From an optimization exercise on the open Yosys and OpenROAD flow, aimed at small area, a short achievable clock period and few clock cycles; shortcuts taken in it are not production practice.
In this exercise RTL edits were held to simulation tests only and were not proved equivalent to the original.
Power figures rest on the tool's default switching activity, not on a simulated workload.

== P ==
==> flow/design.v (excerpt) <==
module bsb_pcodec (
    input  wire        clk,
    input  wire        rst,
    input  wire        start,
    input  wire        op,         
    input  wire [2:0]  tag,
    input  wire [15:0] div,
    input  wire [7:0]  plen,
    input  wire [95:0] pay_in,
    input  wire [7:0]  v_flag,
    input  wire [31:0] v_int,
    input  wire [31:0] v_mnum,
    input  wire [31:0] v_mden,
    input  wire [15:0] v_year,
    input  wire [7:0]  v_mon,
    input  wire [7:0]  v_day,
    input  wire [7:0]  v_wday,
    input  wire [7:0]  v_hour,
    input  wire [7:0]  v_min,
    input  wire [7:0]  v_sec,
    input  wire [7:0]  v_trail,
    input  wire [1:0]  v_sn,
    input  wire        v_smark,
    input  wire [20:0] v_sh,
    input  wire [23:0] v_sm,
    input  wire [23:0] v_eh,
    input  wire [23:0] v_em,
    output wire        ready,
    output reg         done,
    output wire [7:0]  err,
    output wire [2:0]  o_tag,
    output wire [7:0]  o_flag,
    output wire [31:0] o_int,
    output wire [31:0] o_mnum,
    output wire [31:0] o_mden,
    output wire [15:0] o_year,
    output wire [7:0]  o_mon,
    output wire [7:0]  o_day,
    output wire [7:0]  o_wday,
    output wire [7:0]  o_hour,
    output wire [7:0]  o_min,
    output wire [7:0]  o_sec,
    output wire [7:0]  o_trail,
    output wire [1:0]  o_sn,
    output wire        o_smark,
    output wire [20:0] o_sh,
    output wire [23:0] o_sm,
    output wire [23:0] o_eh,
    output wire [23:0] o_em,
    output wire [95:0] o_pay,
    output wire [7:0]  o_plen
);
make LEC_CHECK=0 CAP_MARGIN=20 CORE_MARGIN=2 CORE_UTILIZATION=40 SLEW_MARGIN=20 finish   # period 10.0 ns
run.sh (not shown) runs the stock make flow with config.mk's settings and CLKGATE_MAP_FILE= SYNTH_SCRIPT=/design/flow/synth_recipe.tcl, a recipe that flattens the netlist after the stock synthesis.
Testbench counts of P, summed over its fixed seeds: cycles 36,206.
Inputs modified between P and R:
==> flow/flow/run.sh (new file) <==
#!/bin/bash
# The standard layout, with the port buffers made of the smallest buffer cell
# (sky130_fd_sc_hd__buf_1) instead of the one buffer_ports picks by default.
set -euo pipefail
bash standard.sh "BUFFER_PORTS_ARGS=-buffer_cell sky130_fd_sc_hd__buf_1" finish > standard_flow.log 2>&1
==> flow/standard.sh (new file) <==
#!/bin/bash
# synth_recipe.tcl (not shown) runs the flow's synth.tcl, then flattens the netlist and writes it again
# the make line also repeats each setting of config.mk as NAME=value (left out here)
make -C /OpenROAD-flow-scripts/flow DESIGN_CONFIG=/design/flow/config.mk WORK_HOME=/design/flow/orfs CLKGATE_MAP_FILE= SYNTH_SCRIPT=/design/flow/synth_recipe.tcl "${@:-finish}"
removed: flow/run.sh
Notes after the runs:
- The placer congestion estimate of R falls short of that of P by about 2.7%.
- Cmp P and R / worst-case setup margin in the final layout / lower: R
- Total routed wire length on the met1 layer: R vs P down 4.9%
- [R] shortest period the worst path allows rose 210 ps relative to P
- In the reports for P and R, the smaller maximum number of pins on one net before global-route repair belongs to R.
- Flip-flop and latch count of P is on par with R.
- Comparing P and R, aggregate routed wire length is lower on R.
- On clock-pin slew on the worst setup and hold paths, P tracks R almost exactly.

Another version of the RTL of bsb_pcodec (not shown whole).
Size in the first run: ~3500 cells after synthesis, ~170 flip-flops, about 790 I/O pins.
Design bsb_pcodec, start of the top module:
module bsb_pcodec (
    input  wire        clk,
    input  wire        rst,
    input  wire        start,
    input  wire        op,         
    input  wire [2:0]  tag,
    input  wire [15:0] div,
    input  wire [7:0]  plen,
    input  wire [95:0] pay_in,
    input  wire [7:0]  v_flag,
    input  wire [31:0] v_int,
    input  wire [31:0] v_mnum,
    input  wire [31:0] v_mden,
    input  wire [15:0] v_year,
    input  wire [7:0]  v_mon,
    input  wire [7:0]  v_day,
    input  wire [7:0]  v_wday,
    input  wire [7:0]  v_hour,
    input  wire [7:0]  v_min,
    input  wire [7:0]  v_sec,
    input  wire [7:0]  v_trail,
    input  wire [1:0]  v_sn,
    input  wire        v_smark,
    input  wire [20:0] v_sh,
    input  wire [23:0] v_sm,
    input  wire [23:0] v_eh,
    input  wire [23:0] v_em,
    output wire        ready,
    output reg         done,
    output wire [7:0]  err,
    output wire [2:0]  o_tag,
    output wire [7:0]  o_flag,
    output wire [31:0] o_int,
    output wire [31:0] o_mnum,
    output wire [31:0] o_mden,
    output wire [15:0] o_year,
    output wire [7:0]  o_mon,
    output wire [7:0]  o_day,
    output wire [7:0]  o_wday,
    output wire [7:0]  o_hour,
    output wire [7:0]  o_min,
    output wire [7:0]  o_sec,
    output wire [7:0]  o_trail,
    output wire [1:0]  o_sn,
    output wire        o_smark,
    output wire [20:0] o_sh,
    output wire [23:0] o_sm,
    output wire [23:0] o_eh,
    output wire [23:0] o_em,
    output wire [95:0] o_pay,
    output wire [7:0]  o_plen
);
==> flow/config.mk <==
export PLATFORM = sky130hd
export DESIGN_NAME = bsb_pcodec
export DESIGN_NICKNAME = bsb_pcodec
export VERILOG_FILES = /design/flow/design.v
export SDC_FILE = /design/flow/constraint.sdc
export NUM_CORES = 4
export LEC_CHECK = 0
export CAP_MARGIN = 20
export CORE_MARGIN = 2
export CORE_UTILIZATION = 50
export SLEW_MARGIN = 20
==> flow/constraint.sdc <==
create_clock -name core_clock -period 10.0 [get_ports {clk}]
set_input_delay 2.0000 -clock core_clock [delete_from_list [all_inputs] [get_ports {clk}]]
set_output_delay 2.0000 -clock core_clock [all_outputs]
set_load 0.01 [all_outputs]
standard.sh (not shown) runs the stock make flow with config.mk's settings and CLKGATE_MAP_FILE= SYNTH_SCRIPT=/design/flow/synth_recipe.tcl, a recipe that flattens the netlist after the stock synthesis.
==> flow/flow/run.sh <==
#!/bin/bash
# The standard layout with two changes to how it is made:
#  - the port buffers use the smallest buffer cell (sky130_fd_sc_hd__buf_1);
#  - timing repair aims 5.5 ns below the clock period (SETUP_SLACK_MARGIN).
set -euo pipefail
bash standard.sh "BUFFER_PORTS_ARGS=-buffer_cell sky130_fd_sc_hd__buf_1" \
    "SETUP_SLACK_MARGIN=5.5" finish > standard_flow.log 2>&1
Testbench counts at the start, summed over its fixed seeds: cycles 37,804.
Edit:
==> flow/flow/run.sh (replaced) <==
#!/bin/bash
# The standard layout, with the port buffers made of the smallest buffer cell
# (sky130_fd_sc_hd__buf_1) instead of the one buffer_ports picks by default.
set -euo pipefail
bash standard.sh "BUFFER_PORTS_ARGS=-buffer_cell sky130_fd_sc_hd__buf_1" finish > standard_flow.log 2>&1
--- a/flow/config.mk
+++ b/flow/config.mk
@@ -9,3 +9,4 @@
 export CORE_MARGIN = 2
-export CORE_UTILIZATION = 50
+export CORE_UTILIZATION = 40
+export SETUP_SLACK_MARGIN = 5
 export SLEW_MARGIN = 20
=> The new run finished clean; die area went up by 25%; total power went down by 10%; worst setup slack is worse by 0.25 ns; sequential power stays flat; synthesized cell count is unchanged; hold slack is worse by 0.029 ns.
Edit:
==> flow/flow/run.sh (replaced) <==
#!/bin/bash
# The standard layout with two changes to how it is made:
#  - the port buffers use the smallest buffer cell (sky130_fd_sc_hd__buf_1);
#  - timing repair aims 5.5 ns below the clock period (SETUP_SLACK_MARGIN).
set -euo pipefail
bash standard.sh "BUFFER_PORTS_ARGS=-buffer_cell sky130_fd_sc_hd__buf_1" \
    "SETUP_SLACK_MARGIN=5.5" finish > standard_flow.log 2>&1
--- a/flow/config.mk
+++ b/flow/config.mk
@@ -9,4 +9,3 @@
 export CORE_MARGIN = 2
-export CORE_UTILIZATION = 40
-export SETUP_SLACK_MARGIN = 5
+export CORE_UTILIZATION = 45
 export SLEW_MARGIN = 20
Global-route usage grows by 12 points.
Power increases by 5.7%.
Final area increases by 3.4%.
Non-clock buffer count came out higher by 76.
Combinational power rose by 11%.

Setup of main:
Starting RTL as in the previous note.
Settings: LEC_CHECK=0, CAP_MARGIN=20, CORE_MARGIN=2, CORE_UTILIZATION=40, SLEW_MARGIN=20; clock period 10.0 ns.
==> flow/flow/run.sh <==
#!/bin/bash
# The standard layout with two changes to how it is made:
#  - the port buffers use the smallest buffer cell (sky130_fd_sc_hd__buf_1);
#  - timing repair aims 5.5 ns below the clock period (SETUP_SLACK_MARGIN).
set -euo pipefail
bash standard.sh "BUFFER_PORTS_ARGS=-buffer_cell sky130_fd_sc_hd__buf_1" \
    "SETUP_SLACK_MARGIN=5.5" finish > standard_flow.log 2>&1
Testbench counts of main, summed over its fixed seeds: cycles 37,804.
Inputs modified between main and the feature branch:
diff --git a/flow/flow/run.sh b/flow/flow/run.sh
--- a/flow/flow/run.sh
+++ b/flow/flow/run.sh
@@ -4 +4 @@
-#  - timing repair aims 5.5 ns below the clock period (SETUP_SLACK_MARGIN).
+#  - timing repair aims 5.75 ns below the clock period (SETUP_SLACK_MARGIN).
@@ -7 +7 @@
-    "SETUP_SLACK_MARGIN=5.5" finish > standard_flow.log 2>&1
+    "SETUP_SLACK_MARGIN=5.75" finish > standard_flow.log 2>&1
## What came out
- The feature branch gives less sequential share of layout area than main did.
- Cmp the feature branch vs main: clock period minus worst slack lower in the feature branch
- The feature branch against main: sum of met2 wire segment lengths after detailed routing rose 2.4%; cell area rose about 1.7%.

==> what the ideal ports hide <==
No port has a modelled driver above. Below, the same layouts with a new extraction and two added sets of constraints. Step 1 assumes that a clkbuf_16 drives the clock port and a buf_2 every other input. Step 2 times the ports against the registers' clock, not the clock port: input delays grow and output delays shrink by t, the midpoint of the rising clock arrivals with the driver on. Three values: ideal, step 1, step 2; two values: the first two.
run	t, ns	slack for setup (ns)	worst hold slack (ns)	clock arrival spread, ns	cell pins on the clock port's net
P	0.573	2.461 / 2.461 / 2.461	0.723 / 0.723 / 0.723	0.019 / 0.019	1
R	0.574	2.255 / 2.255 / 2.255	0.772 / 0.772 / 0.772	0.024 / 0.023	1
the first run of note 2	0.593	5.307 / 5.331 / 4.738	0.593 / 0.593 / 0.593	0.017 / 0.017	1
the second run of note 2	0.591	5.053 / 5.053 / 4.516	0.564 / 0.564 / 0.564	0.029 / 0.028	1
the third run of note 2	0.587	5.336 / 5.345 / 4.759	0.571 / 0.571 / 0.571	0.019 / 0.019	1
main	0.571	5.269 / 5.236 / 4.665	0.577 / 0.577 / 0.577	0.018 / 0.017	1
the feature branch	0.578	5.276 / 5.256 / 4.678	0.585 / 0.585 / 0.585	0.015 / 0.014	1
After both steps setup and hold are still met in every run listed. For main, which loses most, drivers alone change the setup slack by -0.033 ns; drivers and shift together by -0.604 ns.
